This is an optimization exercise on Yosys and OpenROAD, whose aim is small area, not a production implementation.
Only simulation tests tie the RTL to the original design; equivalence was not proved.
Power and IR drop assume default switching activity.

File: flow/flow/run.sh
#!/bin/bash
# The standard layout with three changes to how it is made:
#  - after the standard synthesis, its combinational logic is mapped again for
#    area by Yosys/ABC (flow/remap.sh); every register keeps its name and cell;
#  - every input and output port gets the smallest buffer (buf_1);
#  - the clock tree uses clkbuf_8 leaf buffers under a clkbuf_16 root, without dummy loads.
# Each tool writes its full output to a log file in this folder (and ORFS's
# own logs under orfs/logs).
set -euo pipefail
export BUFFER_PORTS_ARGS="-buffer_cell sky130_fd_sc_hd__buf_1"
export REMOVE_ABC_BUFFERS=1
export CTS_ARGS="-sink_clustering_enable -dont_use_dummy_load -buf_list sky130_fd_sc_hd__clkbuf_8 -root_buf sky130_fd_sc_hd__clkbuf_16 -sink_clustering_buffer sky130_fd_sc_hd__clkbuf_8 -sink_clustering_size 24"
RES="$PWD/orfs/results/$FLOW_PLATFORM/sdh_top/base"
bash standard.sh "$RES/1_2_yosys.v" > synth_flow.log 2>&1
bash flow/remap.sh "$RES/1_2_yosys.v" > remap.log 2>&1
bash standard.sh > standard_flow.log 2>&1
File: flow/flow/remap.sh
#!/bin/bash
# Map the combinational logic of a synthesized netlist again, for area, with
# Yosys's ABC; registers (and tie cells) are kept as they are, as black boxes.
set -euo pipefail
NET="$1"
LIB="$FLOW_HOME/platforms/sky130hd/lib/sky130_fd_sc_hd__tt_025C_1v80.lib"
DONT_USE="sky130_fd_sc_hd__probe_p_8 sky130_fd_sc_hd__probec_p_8 sky130_fd_sc_hd__lpflow_bleeder_1
 sky130_fd_sc_hd__lpflow_clkbufkapwr_1 sky130_fd_sc_hd__lpflow_clkbufkapwr_16
 sky130_fd_sc_hd__lpflow_clkbufkapwr_2 sky130_fd_sc_hd__lpflow_clkbufkapwr_4
 sky130_fd_sc_hd__lpflow_clkbufkapwr_8 sky130_fd_sc_hd__lpflow_clkinvkapwr_1
 sky130_fd_sc_hd__lpflow_clkinvkapwr_16 sky130_fd_sc_hd__lpflow_clkinvkapwr_2
 sky130_fd_sc_hd__lpflow_clkinvkapwr_4 sky130_fd_sc_hd__lpflow_clkinvkapwr_8
 sky130_fd_sc_hd__lpflow_decapkapwr_12 sky130_fd_sc_hd__lpflow_decapkapwr_3
 sky130_fd_sc_hd__lpflow_decapkapwr_4 sky130_fd_sc_hd__lpflow_decapkapwr_6
 sky130_fd_sc_hd__lpflow_decapkapwr_8 sky130_fd_sc_hd__lpflow_inputiso0n_1
 sky130_fd_sc_hd__lpflow_inputiso0p_1 sky130_fd_sc_hd__lpflow_inputiso1n_1
 sky130_fd_sc_hd__lpflow_inputiso1p_1 sky130_fd_sc_hd__lpflow_inputisolatch_1
 sky130_fd_sc_hd__lpflow_isobufsrc_1 sky130_fd_sc_hd__lpflow_isobufsrc_16
 sky130_fd_sc_hd__lpflow_isobufsrc_2 sky130_fd_sc_hd__lpflow_isobufsrc_4
 sky130_fd_sc_hd__lpflow_isobufsrc_8 sky130_fd_sc_hd__lpflow_isobufsrckapwr_16
 sky130_fd_sc_hd__lpflow_lsbuf_lh_hl_isowell_tap_1 sky130_fd_sc_hd__lpflow_lsbuf_lh_hl_isowell_tap_2
 sky130_fd_sc_hd__lpflow_lsbuf_lh_hl_isowell_tap_4 sky130_fd_sc_hd__lpflow_lsbuf_lh_isowell_4
 sky130_fd_sc_hd__lpflow_lsbuf_lh_isowell_tap_1 sky130_fd_sc_hd__lpflow_lsbuf_lh_isowell_tap_2
 sky130_fd_sc_hd__lpflow_lsbuf_lh_isowell_tap_4"
DU=""
for c in $DONT_USE; do DU="$DU -dont_use $c"; done
# cells kept whole: flip-flops, latches and tie cells
KEEP=$(grep -o 'sky130_fd_sc_hd__[a-z0-9_]*' "$NET" | sort -u | grep -E '__(e?s?df|dl|conb)' | tr '\n' ' ')
cp "$NET" remap_in.v
cat > remap.ys <<EOS
read_liberty -ignore_miss_func $LIB
read_verilog remap_in.v
hierarchy -top $FLOW_TOP
setattr -mod -set keep_hierarchy 1 $KEEP
flatten
# the pins of the flattened cells are wires of their own; drop those names
rename -hide w:*.*
opt_clean -purge
abc -liberty $LIB $DU -script +strash;dc2;&get,-n;&dch,-f;&nf,-R,1000;&put
opt_clean -purge
hilomap -singleton -hicell sky130_fd_sc_hd__conb_1 HI -locell sky130_fd_sc_hd__conb_1 LO
insbuf -buf sky130_fd_sc_hd__buf_1 A X
splitnets
opt_clean -purge
select $FLOW_TOP
stat -liberty $LIB
write_verilog -selected -noattr -nohex -nodec remap_out.v
EOS
yosys -l remap_yosys.log -q remap.ys
# the registers must be exactly the ones of the standard synthesis
regs() { grep -oE 'sky130_fd_sc_hd__(e?s?df|dl)[a-z0-9_]* +[^ (]+' "$1" | sort; }
if [[ "$(regs remap_in.v)" != "$(regs remap_out.v)" ]]; then
  echo "remap changed the registers; keeping the standard netlist"
  exit 0
fi
cp remap_out.v "$NET"
echo "remapped"
File: flow/standard.sh
#!/bin/bash
# synth_recipe.tcl (not shown) runs the flow's synth.tcl, then flattens the netlist and writes it again
# the make line also repeats each setting of config.mk as NAME=value (left out here)
make -C /OpenROAD-flow-scripts/flow DESIGN_CONFIG=/design/flow/config.mk WORK_HOME=/design/flow/orfs CLKGATE_MAP_FILE= SYNTH_SCRIPT=/design/flow/synth_recipe.tcl "${@:-finish}"
File: flow/config.mk
export PLATFORM = sky130hd
export DESIGN_NAME = sdh_top
export DESIGN_NICKNAME = sdh_top
export VERILOG_FILES = /design/flow/design.v
export SDC_FILE = /design/flow/constraint.sdc
export NUM_CORES = 4
export LEC_CHECK = 0
export ABC_AREA = 1
export CAP_MARGIN = 20
export CORE_MARGIN = 2
export CORE_UTILIZATION = 40
export SLEW_MARGIN = 20
File: flow/constraint.sdc
create_clock -name core_clock -period 10.0 [get_ports {clk}]
set_input_delay 2.0000 -clock core_clock [delete_from_list [all_inputs] [get_ports {clk}]]
set_output_delay 2.0000 -clock core_clock [all_outputs]
set_load 0.01 [all_outputs]
File: flow/design.v
module sdh_top #(
    parameter integer F_CLK = 50000000
) (
    input  wire        clk,
    input  wire        rst,
    input  wire        req_valid,
    output wire        req_ready,
    input  wire [3:0]  req_op,
    input  wire [31:0] req_arg,
    input  wire [5:0]  req_cmd,
    input  wire        req_keep,
    output reg         rsp_valid,
    output reg  [3:0]  rsp_status,
    output wire [7:0]  rsp_data,
    output wire [5:0]  rsp_cmd,
    output reg  [2:0]  rsp_shape,
    output wire [7:0]  rsp_token,
    output reg  [31:0] rsp_ext,
    output reg  [3:0]  rsp_npoll,
    output reg         rsp_busy,
    output reg         rsp_vdd_valid,
    output reg  [5:0]  rsp_vdd_low,
    output reg  [5:0]  rsp_vdd_high,
    output reg  [1:0]  rsp_va,
    output reg         sh_link,
    output reg         sh_en,
    output reg         sh_ai,
    output reg  [15:0] sh_addr,
    output reg  [2:0]  sh_cs,
    output reg         sh_fdiv_valid,
    output reg  [7:0]  sh_fdiv,
    output wire        tx_valid,
    output reg  [7:0]  tx_data,
    input  wire        tx_ready,
    input  wire        rx_valid,
    input  wire [7:0]  rx_data,
    output wire        rx_ready
);
    localparam [2:0] IW = 3'd4;
    localparam [26:0] N2M1 = 2 * F_CLK - 1;
    localparam OP_INIT = 4'd0, OP_CLOSE = 4'd1, OP_ENABLE = 4'd2, OP_DISABLE = 4'd3,
               OP_SETADDR = 4'd4, OP_SETAI = 4'd5, OP_RDCFG = 4'd6, OP_SPEED = 4'd7,
               OP_SELECT = 4'd8, OP_XCHG = 4'd9, OP_SDCMD = 4'd10, OP_SDACMD = 4'd11;
    localparam ST_OK = 4'd0, ST_RANGE = 4'd1, ST_VALUE = 4'd2, ST_STATE = 4'd3,
               ST_PROTO = 4'd4, ST_NOTOKEN = 4'd5, ST_R1ERR = 4'd6, ST_EXTERR = 4'd7,
               ST_BADOP = 4'd8;
    localparam SH_R1 = 3'd0, SH_R1B = 3'd1, SH_R2 = 3'd2, SH_R3 = 3'd3, SH_R7 = 3'd4;
    localparam K_FLUSH = 3'd0, K_CFGWR = 3'd1, K_CFGRD = 3'd2, K_SETADDR = 3'd3,
               K_WRHDR = 3'd4, K_WRDATA = 3'd5, K_RDHDR = 3'd6, K_RDDATA = 3'd7;
    localparam M_IDLE = 3'd0, M_CHECK = 3'd1, M_INIT = 3'd2, M_SINGLE = 3'd3,
               M_BRIDGE = 3'd4, M_DIV = 3'd5, M_SDEND = 3'd6;
    localparam P_SEL = 3'd0, P_FRAME = 3'd1, P_POLL = 3'd2, P_EXT = 3'd3,
               P_FLUSH = 3'd4, P_DESEL = 3'd5;
    reg [2:0]  st;
    reg [3:0]  r_op;
    reg [5:0]  r_cmd;
    reg        r_keep;
    reg        first;        
    reg [2:0]  ss;           
    reg [2:0]  sdp;          
    reg [2:0]  cnt;          
    reg        xph;          
    reg [2:0]  idx;          
    reg        mism;
    reg [6:0]  tok;          
    reg [2:0]  dq;           
    assign req_ready = (st == M_IDLE);
    assign rsp_token = {1'b0, tok};
    assign rsp_data  = rsp_ext[7:0];
    wire is_sd = (r_op == OP_SDCMD) || (r_op == OP_SDACMD);
    reg       cmd_def;
    reg [2:0] cmd_shape;
    always @(*) begin
        cmd_def   = 1'b1;
        cmd_shape = SH_R1;
        if (r_op == OP_SDACMD) begin
            case (r_cmd)
                6'd22, 6'd23, 6'd41, 6'd42, 6'd51: cmd_shape = SH_R1;
                6'd13:   cmd_shape = SH_R2;
                default: cmd_def = 1'b0;
            endcase
        end else begin
            case (r_cmd)
                6'd0, 6'd1, 6'd6, 6'd9, 6'd10, 6'd16, 6'd17, 6'd18, 6'd24, 6'd25, 6'd27,
                6'd30, 6'd32, 6'd33, 6'd42, 6'd55, 6'd56, 6'd59: cmd_shape = SH_R1;
                6'd12, 6'd28, 6'd29, 6'd38: cmd_shape = SH_R1B;
                6'd13:   cmd_shape = SH_R2;
                6'd58:   cmd_shape = SH_R3;
                6'd8:    cmd_shape = SH_R7;
                default: cmd_def = 1'b0;
            endcase
        end
    end
    assign rsp_cmd = first ? 6'd55 : r_cmd;
    always @(*) rsp_shape = cmd_shape;
    wire [2:0] shape_eff = first ? SH_R1 : cmd_shape;
    wire       ext_none  = (shape_eff == SH_R1);
    wire       ext_four  = (shape_eff == SH_R3) || (shape_eff == SH_R7);
    wire       keep_eff  = r_keep & ~first;
    wire sel_comp = is_sd ? (sdp == P_SEL || sdp == P_DESEL) : (r_op == OP_SELECT);
    wire is_speed = !is_sd && (r_op == OP_SPEED);
    wire [2:0] ss_end = (sel_comp || is_speed) ? 3'd3 : 3'd5;
    wire [1:0] alo = sel_comp ? 2'd2 : is_speed ? 2'd1 : 2'd3;
    wire [7:0] frame_byte = (cnt == 3'd0) ? {2'b01, rsp_cmd} :
                            (cnt == 3'd5) ? {tok, 1'b1} :
                            first ? 8'h00 : rsp_ext[31:24];
    reg [2:0]  kind;
    reg [1:0]  cfg;
    reg [15:0] addr;
    reg [7:0]  wbyte;
    always @(*) begin
        kind = K_RDDATA;
        cfg  = 2'b01;
        addr = {14'h2980, alo};    
        case (st)
            M_INIT: begin
                case (ss[1:0])
                    2'd0: kind = K_FLUSH;
                    2'd1: kind = K_CFGWR;
                    2'd2: kind = K_SETADDR;
                    default: begin kind = K_CFGWR; cfg = 2'b00; end
                endcase
                addr = 16'h0000;
            end
            M_SINGLE: begin
                case (r_op)
                    OP_ENABLE:  begin kind = K_CFGWR; cfg = {sh_ai, 1'b1}; end
                    OP_DISABLE: begin kind = K_CFGWR; cfg = {sh_ai, 1'b0}; end
                    OP_SETAI:   begin kind = K_CFGWR; cfg = {rsp_ext[0], 1'b1}; end
                    OP_SETADDR: kind = K_SETADDR;
                    default:    kind = K_CFGRD;
                endcase
                addr = rsp_ext[15:0];
            end
            default: begin
                case (ss)
                    3'd0: kind = K_CFGWR;
                    3'd1: kind = K_SETADDR;
                    3'd2: kind = K_WRHDR;
                    3'd3: kind = K_WRDATA;
                    3'd4: kind = K_RDHDR;
                    default: kind = K_RDDATA;
                endcase
            end
        endcase
        if (sel_comp)
            wbyte = is_sd ? ((sdp == P_DESEL) ? 8'hFF : 8'hFB)
                          : {5'b11111, rsp_ext[1:0] != 2'd2, rsp_ext[1:0] != 2'd1, rsp_ext[1:0] != 2'd0};
        else
            wbyte = is_sd ? ((sdp == P_FRAME) ? frame_byte : 8'hFF) : rsp_ext[7:0];
    end
    always @(*) begin
        case (kind)
            K_FLUSH:   tx_data = 8'h55;
            K_CFGWR:   tx_data = (idx[1:0] == 2'd0) ? 8'h04 : {6'd0, cfg};
            K_CFGRD:   tx_data = 8'h02;
            K_SETADDR: tx_data = (idx[1:0] == 2'd0) ? 8'h10 : (idx[1:0] == 2'd1) ? addr[15:8] : addr[7:0];
            K_WRHDR:   tx_data = (idx[1:0] == 2'd0) ? 8'h30 : 8'h00;
            K_RDHDR:   tx_data = (idx[1:0] == 2'd0) ? 8'h20 : 8'h00;
            default:   tx_data = wbyte;
        endcase
    end
    reg [1:0] tx_last, rx_last;
    always @(*) begin
        case (kind)
            K_CFGWR, K_WRHDR, K_RDHDR: tx_last = 2'd1;
            K_SETADDR:                 tx_last = 2'd2;
            default:                   tx_last = 2'd0;
        endcase
        case (kind)
            K_CFGRD:   rx_last = 2'd1;
            K_SETADDR: rx_last = 2'd2;
            default:   rx_last = 2'd0;
        endcase
    end
    wire active = (st == M_INIT) || (st == M_SINGLE) || (st == M_BRIDGE);
    wire no_tx  = (kind == K_RDDATA);
    assign tx_valid = active && !xph && !idx[2] && !no_tx;
    assign rx_ready = active && xph;
    wire [7:0] fix    = (idx[1:0] != 2'd0 || kind == K_WRDATA) ? 8'h00 :
                        (kind == K_FLUSH) ? 8'hFF : 8'h01;
    wire       capb   = (kind == K_RDDATA) || (kind == K_CFGRD && idx == 2'd1);
    wire       rx_go  = rx_ready && rx_valid;
    wire       bad    = !capb && (rx_data != (tx_data ^ fix));
    wire       xdone  = rx_go && (idx[1:0] == rx_last);
    wire       xerr   = mism || bad;
    wire [26:0] dch = {r_cmd[4:0], cnt, rsp_npoll, tok, sh_addr[7:0]};
    wire [25:0] dv = dch[26:1];                        
    wire        pd = dch[0];                           
    wire        dc = sh_addr[8];                       
    wire [4:0]  bk = {idx, xph, mism};                   
    wire [3:0]  dk = {sdp, first};                       
    wire        sg = r_keep;                             
    wire        fi = r_cmd[5];                           
    wire        dbig   = (rsp_ext[31:25] != 7'd0);
    wire        dsmall = (rsp_ext[24:17] == 8'd0);
    localparam [25:0] DR0 = N2M1 >> 10;
    wire        dlast = (bk == 5'd25);
    wire        dfst  = (bk == 5'd0);
    wire        da    = dfst ? N2M1[dk] : fi ? DR0[bk - 5'd1] : pd;
    wire        dbb   = rsp_ext[0] ^ ~sg;         
    wire        dcin  = dfst ? ~sg : dc;
    wire        dsum  = da ^ dbb ^ dcin;
    wire        dco   = (da & dbb) | (da & dcin) | (dbb & dcin);
    wire        dqb   = ~dsum;                    
    wire [9:0]  dQ    = {rsp_ext[31:26], dq, dqb};
    reg  [7:0]  ddec;
    reg         dbw;
    integer     di;
    always @(*) begin
        dbw = ~dQ[0];
        for (di = 0; di < 8; di = di + 1) begin
            ddec[di] = dQ[di + 1] ^ dbw;
            dbw = dbw & ~dQ[di + 1];
        end
    end
    wire        dsat  = dQ[9] | (dQ[8:0] == 9'h1FF);
    wire [7:0]  fdiv  = dsat ? 8'd255 : ddec;
    wire r7 = rx_data[7];
    always @(posedge clk) begin
        rsp_valid <= 1'b0;
        if (active) begin
            if (!xph) begin
                if (idx[2]) begin
                    idx <= inc3(idx);
                end else if (no_tx) begin
                    xph <= 1'b1;
                end else if (tx_ready) begin
                    if (idx[1:0] == tx_last) begin
                        xph <= 1'b1;
                        idx <= 3'd0;
                    end else
                        idx <= inc3(idx);
                end
            end else if (rx_valid) begin
                if (bad) mism <= 1'b1;
                idx <= inc3(idx);
                if (capb && (!is_sd || (sdp == P_EXT) || (sdp == P_FRAME && cnt != 3'd0 && cnt != 3'd5 && !first)))
                    rsp_ext <= {rsp_ext[23:0], (is_sd && sdp == P_FRAME) ? 8'h00 : rx_data};
                if (xdone) begin
                    xph  <= 1'b0;
                    idx  <= IW;
                    mism <= 1'b0;
                end
            end
            if (tx_valid && tx_ready && is_sd && sdp == P_FRAME && kind == K_WRDATA && cnt != 3'd5)
                tok <= crc7_byte((cnt == 3'd0) ? 7'd0 : tok, tx_data);
        end
        if (st == M_DIV && dlast)
            dq <= dQ[2:0];
        if (xdone && !xerr) begin
            case (kind)
                K_CFGWR: begin
                    sh_en <= cfg[0];
                    sh_ai <= cfg[1];
                end
                K_SETADDR: sh_addr <= addr;
                K_WRDATA, K_RDDATA: if (sh_ai) sh_addr[2:0] <= inc3(sh_addr[2:0]);
                default: ;
            endcase
        end
        case (st)
            M_IDLE: begin
                if (req_valid) begin
                    r_op    <= req_op;
                    r_cmd   <= req_cmd;
                    r_keep  <= req_keep;
                    rsp_ext <= req_arg;
                    st      <= M_CHECK;
                end
            end
            M_CHECK: begin
                rsp_status <= ST_OK;
                ss    <= 3'd0;
                sdp   <= P_SEL;
                cnt   <= 3'd0;
                xph   <= 1'b0;
                idx   <= IW;
                mism  <= 1'b0;
                first <= (r_op == OP_SDACMD);
                rsp_npoll <= 4'd0;
                if (r_op[3:2] == 2'b11) begin
                    rsp_status <= ST_BADOP;
                    rsp_valid  <= 1'b1;
                    st         <= M_IDLE;
                end else if (r_op == OP_CLOSE) begin
                    sh_link       <= 1'b0;
                    sh_en         <= 1'b0;
                    sh_ai         <= 1'b0;
                    sh_addr       <= 16'h0000;
                    sh_cs         <= 3'd4;
                    sh_fdiv_valid <= 1'b0;
                    rsp_valid     <= 1'b1;
                    st            <= M_IDLE;
                end else if (r_op == OP_SPEED && rsp_ext == 32'd0) begin
                    rsp_status <= ST_RANGE;
                    rsp_valid  <= 1'b1;
                    st         <= M_IDLE;
                end else if (is_sd && !cmd_def) begin
                    rsp_status <= ST_VALUE;
                    rsp_valid  <= 1'b1;
                    st         <= M_IDLE;
                end else if ((r_op == OP_INIT) ? sh_link :
                             (!sh_link || ((r_op == OP_ENABLE) ? sh_en : (r_op != OP_RDCFG && !sh_en)))) begin
                    rsp_status <= ST_STATE;
                    rsp_valid  <= 1'b1;
                    st         <= M_IDLE;
                end else if (r_op == OP_INIT) begin
                    st <= M_INIT;
                end else if (r_op == OP_ENABLE || r_op == OP_DISABLE || r_op == OP_SETADDR ||
                             r_op == OP_SETAI || r_op == OP_RDCFG) begin
                    st <= M_SINGLE;
                end else begin
                    st <= M_BRIDGE;
                    if (r_op != OP_SELECT && !is_sd) ss <= 3'd1;
                end
            end
            M_INIT: begin
                if (xdone) begin
                    if (xerr || ss == 3'd3) begin
                        sh_link       <= !xerr;
                        sh_en         <= 1'b0;
                        sh_ai         <= 1'b0;
                        sh_addr       <= 16'h0000;
                        sh_cs         <= 3'd4;
                        sh_fdiv_valid <= 1'b0;
                        rsp_status    <= xerr ? ST_PROTO : ST_OK;
                        rsp_valid     <= 1'b1;
                        st            <= M_IDLE;
                    end else
                        ss <= inc3(ss);
                end
            end
            M_SINGLE: begin
                if (xdone) begin
                    rsp_status <= xerr ? ST_PROTO : ST_OK;
                    rsp_valid  <= 1'b1;
                    st         <= M_IDLE;
                end
            end
            M_DIV: begin
                rsp_ext[25:0] <= {rsp_ext[0], rsp_ext[25:1]};
                {idx, xph, mism} <= inc5(bk);
                if (dlast) begin
                    {idx, xph, mism} <= 5'd0;
                    {sdp, first} <= dk - 4'd1;
                    r_keep <= dsum;
                    r_cmd[5] <= 1'b0;
                end
                {r_cmd[4:0], cnt, rsp_npoll, tok, sh_addr[7:0]} <= {dsum, dch[26:1]};
                sh_addr[8] <= dco;
                if (dlast)
                    rsp_ext[31:26] <= dQ[8:3];
                if (dlast && dk == 4'd0) begin
                    rsp_ext[7:0] <= fdiv;
                    sh_addr <= addr;     
                    st   <= M_BRIDGE;
                    idx  <= IW;
                    xph  <= 1'b0;
                    mism <= 1'b0;
                end
            end
            M_SDEND: begin
                if (first && rsp_status == ST_OK) begin
                    first     <= 1'b0;
                    rsp_npoll <= 4'd0;
                    sdp       <= P_SEL;
                    ss        <= 3'd0;
                    st        <= M_BRIDGE;
                end else begin
                    rsp_valid <= 1'b1;
                    st        <= M_IDLE;
                end
            end
            M_BRIDGE: begin
                if (xdone) begin
                    if (!xerr && ss != ss_end) begin
                        ss <= inc3(ss);
                        if (is_speed && ss == 3'd2) begin
                            if (dbig || dsmall) begin
                                rsp_ext[7:0] <= dbig ? 8'd0 : 8'd255;
                            end else begin
                                st <= M_DIV;
                                {idx, xph, mism} <= 5'd0;
                                {sdp, first} <= 4'd9;
                                r_keep   <= 1'b0;
                                r_cmd[5] <= 1'b1;
                            end
                        end
                    end else if (!is_sd) begin
                        rsp_status <= xerr ? ST_PROTO : ST_OK;
                        rsp_valid  <= 1'b1;
                        st         <= M_IDLE;
                        if (!xerr) begin
                            if (r_op == OP_SELECT) sh_cs <= {1'b0, rsp_ext[1:0]};
                            if (is_speed) begin
                                sh_fdiv_valid <= 1'b1;
                                sh_fdiv       <= rsp_ext[7:0];
                            end
                        end
                    end else begin
                        ss  <= 3'd1;
                        cnt <= 3'd0;
                        case (sdp)
                            P_SEL: begin
                                if (xerr) begin
                                    rsp_status <= ST_PROTO;
                                    sdp <= P_FLUSH;
                                end else begin
                                    sh_cs <= 3'd2;
                                    sdp   <= P_FRAME;
                                end
                            end
                            P_FRAME: begin
                                if (xerr) begin
                                    rsp_status <= ST_PROTO;
                                    sdp <= P_FLUSH;
                                end else if (cnt == 3'd5)
                                    sdp <= P_POLL;
                                else
                                    cnt <= inc3(cnt);
                            end
                            P_POLL: begin
                                if (xerr) begin
                                    rsp_status <= ST_PROTO;
                                    sdp <= P_FLUSH;
                                end else begin
                                    rsp_npoll <= inc4(rsp_npoll);
                                    if (!r7) begin
                                        tok <= rx_data[6:0];
                                        if (rx_data[6:1] != 6'd0) begin
                                            rsp_status <= ST_R1ERR;
                                            sdp <= P_FLUSH;
                                        end else
                                            sdp <= ext_none ? P_FLUSH : P_EXT;
                                    end else if (rsp_npoll == 4'd7) begin
                                        rsp_status <= ST_NOTOKEN;
                                        sdp <= P_FLUSH;
                                    end
                                end
                            end
                            P_EXT: begin
                                if (xerr) begin
                                    rsp_status <= ST_PROTO;
                                    sdp <= P_FLUSH;
                                end else if (cnt == (ext_four ? 3'd3 : 3'd0)) begin
                                    if (shape_eff == SH_R2 && rx_data[7:1] != 7'd0)
                                        rsp_status <= ST_EXTERR;
                                    sdp <= P_FLUSH;
                                end else
                                    cnt <= inc3(cnt);
                            end
                            P_FLUSH: begin
                                if (xerr) begin
                                    if (rsp_status == ST_OK) rsp_status <= ST_PROTO;
                                    sdp <= P_DESEL;
                                    ss  <= 3'd0;
                                end else if (cnt == 3'd1) begin
                                    if (rsp_status != ST_OK || !keep_eff) begin
                                        sdp <= P_DESEL;
                                        ss  <= 3'd0;
                                    end else
                                        st <= M_SDEND;
                                end else
                                    cnt <= inc3(cnt);
                            end
                            default: begin  
                                if (xerr) begin
                                    if (rsp_status == ST_OK) rsp_status <= ST_PROTO;
                                end else
                                    sh_cs <= 3'd3;
                                st <= M_SDEND;
                            end
                        endcase
                    end
                end
            end
            default: st <= M_IDLE;
        endcase
        if (rst) begin
            st            <= M_IDLE;
            rsp_valid     <= 1'b0;
            sh_link       <= 1'b0;
            sh_en         <= 1'b0;
            sh_ai         <= 1'b0;
            sh_addr       <= 16'h0000;
            sh_cs         <= 3'd4;
            sh_fdiv_valid <= 1'b0;
        end
    end
    function [15:0] inc16(input [15:0] a);
        integer i;
        reg c;
        begin
            c = 1'b1;
            for (i = 0; i < 16; i = i + 1) begin
                inc16[i] = a[i] ^ c;
                c = c & a[i];
            end
        end
    endfunction
    function [8:0] inc9(input [8:0] a);
        integer i;
        reg c;
        begin
            c = 1'b1;
            for (i = 0; i < 9; i = i + 1) begin
                inc9[i] = a[i] ^ c;
                c = c & a[i];
            end
        end
    endfunction
    function [4:0] inc5(input [4:0] a);
        integer i;
        reg c;
        begin
            c = 1'b1;
            for (i = 0; i < 5; i = i + 1) begin
                inc5[i] = a[i] ^ c;
                c = c & a[i];
            end
        end
    endfunction
    function [3:0] inc4(input [3:0] a);
        inc4 = {a[3] ^ (a[2] & a[1] & a[0]), a[2] ^ (a[1] & a[0]), a[1] ^ a[0], ~a[0]};
    endfunction
    function [2:0] inc3(input [2:0] a);
        inc3 = {a[2] ^ (a[1] & a[0]), a[1] ^ a[0], ~a[0]};
    endfunction
    function [6:0] crc7_byte(input [6:0] c, input [7:0] d);
        integer i;
        reg fb;
        begin
            crc7_byte = c;
            for (i = 7; i >= 0; i = i - 1) begin
                fb = crc7_byte[6] ^ d[i];
                crc7_byte = {crc7_byte[5:0], 1'b0} ^ (fb ? 7'h09 : 7'h00);
            end
        end
    endfunction
    wire [8:0] vdd_map = rsp_ext[23:15];
    integer j;
    reg [3:0] lo, hi;
    always @(*) begin
        lo = 4'd0;
        hi = 4'd0;
        for (j = 8; j >= 0; j = j - 1)
            if (vdd_map[j]) lo = j[3:0];
        for (j = 0; j <= 8; j = j + 1)
            if (vdd_map[j]) hi = j[3:0];
        rsp_busy      = 1'b0;
        rsp_vdd_valid = 1'b0;
        rsp_vdd_low   = 6'd0;
        rsp_vdd_high  = 6'd0;
        rsp_va        = 2'd0;
        case (rsp_shape)
            SH_R1B: rsp_busy = (rsp_ext[7:0] == 8'h00);
            SH_R3: begin
                rsp_busy = ~rsp_ext[31];
                if (vdd_map != 9'd0) begin
                    rsp_vdd_valid = 1'b1;
                    rsp_vdd_low   = 6'd27 + {2'b00, lo};
                    rsp_vdd_high  = 6'd28 + {2'b00, hi};
                end
            end
            SH_R7: begin
                if (rsp_ext[11:8] == 4'b0001)
                    rsp_va = 2'd1;
                else if (rsp_ext[11:8] == 4'b0010)
                    rsp_va = 2'd2;
            end
            default: ;
        endcase
    end
endmodule
==> results.txt <==
==> metal layers <==
layer	wire length (um)	share of wire	global-route usage
met4	1410	0.041	0.129
met5	0	0	0
met3	3570	0.10	0.0770
met1	14200	0.41	0.444
met2	15300	0.44	0.505
==> through the flow <==
| step | area [sq um] | cells |
|---|---|---|
| 6_report | 9050 | 1495 |
| 5_1_grt | 9050 | 1495 |
| 3_3_place_gp | 8820 | 1486 |
| 3_5_place_dp | 8820 | 1486 |
| 2_1_floorplan | 7660 | 1023 |
| 4_1_cts | 9050 | 1495 |
==> worst register-to-register path: stages, from the launching register on <==
cell and delay (ps):
dfxtp_1 510, nand2b_1 430, nor2_1 80, buf_4 220, a21oi_1 240, nor2_1 80, a221oi_1 620, nand2_1 200
nor2_1 780, clkinv_1 340, a222oi_1 390, nor2_1 90, a21oi_1 290, xnor2_1 160, nand3_1 90, o31a_1 430
nor2_1 910, nand2_1 230, nor3_1 700, or2_0 420, nor2_1 100, a221o_1 270
==> how the worst max path moves through the flow <==
stage | cells after the start | from | to
6_report | 21 | st[2] | tok[1]
5_1_grt | 21 | st[2] | tok[2]
4_1_cts | 21 | st[2] | tok[3]
3_5_place_dp | 21 | st[2] | tok[3]
3_3_place_gp | 21 | st[2] | tok[0]
2_1_floorplan | 20 | st[0] | sh_addr[11]
==> flip-flops by register name (all words and copies together) (netlist names), 3 cells and up <==
| register | flops |
|---|---|
| tok | 7 |
| rsp_npoll | 4 |
| st | 3 |
| idx | 3 |
| sh_addr | 16 |
| ss | 3 |
| rsp_status | 4 |
| dq | 3 |
| sh_cs | 3 |
| r_cmd | 6 |
| rsp_ext | 32 |
| r_op | 4 |
| sh_fdiv | 8 |
| cnt | 3 |
| sdp | 3 |
==> cell usage in the layout (no fill, tap or decap), drive strengths merged, types with 6 or more instances in the layout <==
| master | n |
|---|---|
| nor3 | 38 |
| buf | 198 |
| edfxtp | 40 |
| o211ai | 9 |
| nand3 | 33 |
| o31ai | 7 |
| a211oi | 14 |
| a221o | 26 |
| or2 | 10 |
| o221ai | 7 |
| xnor2 | 31 |
| nor2 | 139 |
| a22oi | 14 |
| nor2b | 15 |
| nand2 | 180 |
| and2 | 10 |
| nor4 | 23 |
| o21ai | 82 |
| dfxtp | 71 |
| o22ai | 10 |
| a22o | 9 |
| clkbuf | 9 |
| a221oi | 10 |
| a21oi | 79 |
| nand4 | 17 |
| clkinv | 20 |
| xor2 | 21 |
| a32oi | 6 |
| a31oi | 23 |
| and3 | 11 |
| nand2b | 16 |
==> layout make-up <==
type / count / share of cell area
Tap cell: 265 / 0.0366
Clock buffer: 9 / 0.0249
Sequential cell: 111 / 0.290
Multi-Input combinational cell: 892 / 0.550
Timing Repair Buffer: 198 / 0.0904
Inverter: 20 / 0.00830
==> power by group <==
group	switching, mW	internal [mW]
Sequential	0.352	0.650
Clock	0.160	0.160
Combinational	1.23	0.647
Total	1.75	1.46
==> flow_summary.json <==
{
  "cp_slowest_stage_delay_ps": 900,
  "fmaxAchievable_mhz": 130,
  "worstPathArrival_ps": 7940,
  "reg2reg_depth": 21,
  "core_area_sq_um": 19300,
  "final.setup.tns_ps": 0,
  "hold_path_class": "reg2reg",
  "cts_tree": "done",
  "drive_gt1_frac": 0.0252,
  "final-max-slew-violation-count": 0,
  "timing.hold.ws_ps": 451,
  "netlist_instances": 1058,
  "hold_violations": 0,
  "cts_buffers": 9,
  "multiInputGateArea_sq_um": 4980,
  "power_density_nw_per_um2": 354,
  "startpoint_type": "flop",
  "status": "finished clean",
  "dr.pass1.iters": 5,
  "cts_buffer_depth": 2,
  "drc": 0,
  "period_share": 0.770,
  "tightest_slew_ps": 1150,
  "grt_pass1_wl_um": 50800,
  "grt_pass1_vias": 8419,
  "io-pin-count": 180,
  "ff2ff_setup_slack_ps": 2300,
  "grt-ovfl-total": 0,
  "avgRoutedWirePerCell_um": 23.1,
  "regArea_sq_um": 2620,
  "die_x_um": 144,
  "dp_slack_ps": 2610,
  "clk_latency_ps": 370,
  "root_buffer": "clkbuf_16",
  "cts_hold_buf": 0,
  "avgSynthCellArea_sq_um": 7.37,
  "place_congestion": 1.03,
  "crit_type": "reg2reg",
  "skew_ps": 27.1,
  "crit_top_cell": "nor2_1",
  "power_mw": 3.20,
  "hold_end": "sh_cs[2]",
  "via_count": 9396,
  "vias_per_cell": 6.28,
  "cts_resized": 0,
  "setup_viol": 0,
  "critical_path_required_ps": 10230,
  "regToRegEndpoint": "tok[1]",
  "whs_path_depth": 2,
  "htreeDepth": 3,
  "path_buf_inv": 2,
  "routed_wl_um": 34500,
  "post-route-util": 0.470,
  "cp-end-kind": "flop",
  "antenna_found_initial": 1,
  "n_fill_cell": 2067,
  "static-leakage-power_nw": 3.02,
  "r2r_start": "st[2]",
  "start_util": 0.404,
  "setup_slack_ps": 2300,
  "cp_cell_sequence": "nand2b_1, nor2_1, buf_4, a21oi_1, nor2_1, a221oi_1, nand2_1, nor2_1, clkinv_1, a222oi_1, nor2_1, a21oi_1, xnor2_1, nand3_1, o31a_1, nor2_1, nand2_1, nor3_1, or2_0, nor2_1, a221o_1",
  "antenna_left": 0,
  "io_buffers": 178,
  "rows": 51,
  "maxCapViolCount": 0,
  "hp-start": "sh_cs[2]",
  "fin_crit_ps": 7700,
  "yosysWarnings": 1,
  "syn_area_sq_um": 7790,
  "grt_max_degree": 46,
  "clk_pin_slew_worst_paths_ps": 70,
  "drt_iter0_markers": 946,
  "rsz0062_at_grt": "no",
  "syn2layout_area_growth_pct": 16.1,
  "cp_top_family": "simple AND/OR/NAND/NOR gates",
  "dieHeight_um": 144,
  "dieArea_sq_um": 20600,
  "clkSinkCount": 111,
  "grt_use_total": 0.328,
  "nets": 1288,
  "cpMaxStageDelayCell": "nor2_1",
  "cts_setup_buffers": 0,
  "diodes": 0,
  "ir_drop_uv": 150,
  "dp_hpwl_um": 26000,
  "cp_max_fo": 21,
  "relSlewSlack": 0.225
}

-- separate check: timing with driven ports --
In the flow no input, the clock included, has a driving cell. The finished layout below was timed again as built, in two steps.
Step 1 (the two cells are an assumption about what drives the block):
set clk [get_ports {clk}]
set_driving_cell -lib_cell sky130_fd_sc_hd__clkbuf_16 $clk
set_driving_cell -lib_cell sky130_fd_sc_hd__buf_2 [delete_from_list [all_inputs] $clk]
Step 2 adds t to the input delays and takes it off the output delays; t is the mean of the earliest and latest rising clock arrival at the registers after step 1. Input paths then give back, and output paths get back, about the clock's delay inside the block.
Three values: no drivers, after step 1, after step 2; two values: the first two.
t, ns: 0.401
slack for setup (ns): 2.297 / 2.297 / 2.297
hold slack, ns: 0.451 / 0.451 / 0.451
clock arrival spread, ns: 0.027 / 0.027
worst slew at a driven data input, ns: 0.05
After both steps setup and hold are still met in this run. The setup slack of this run moves by 0.000 ns with the drivers and by 0.000 ns with both steps.
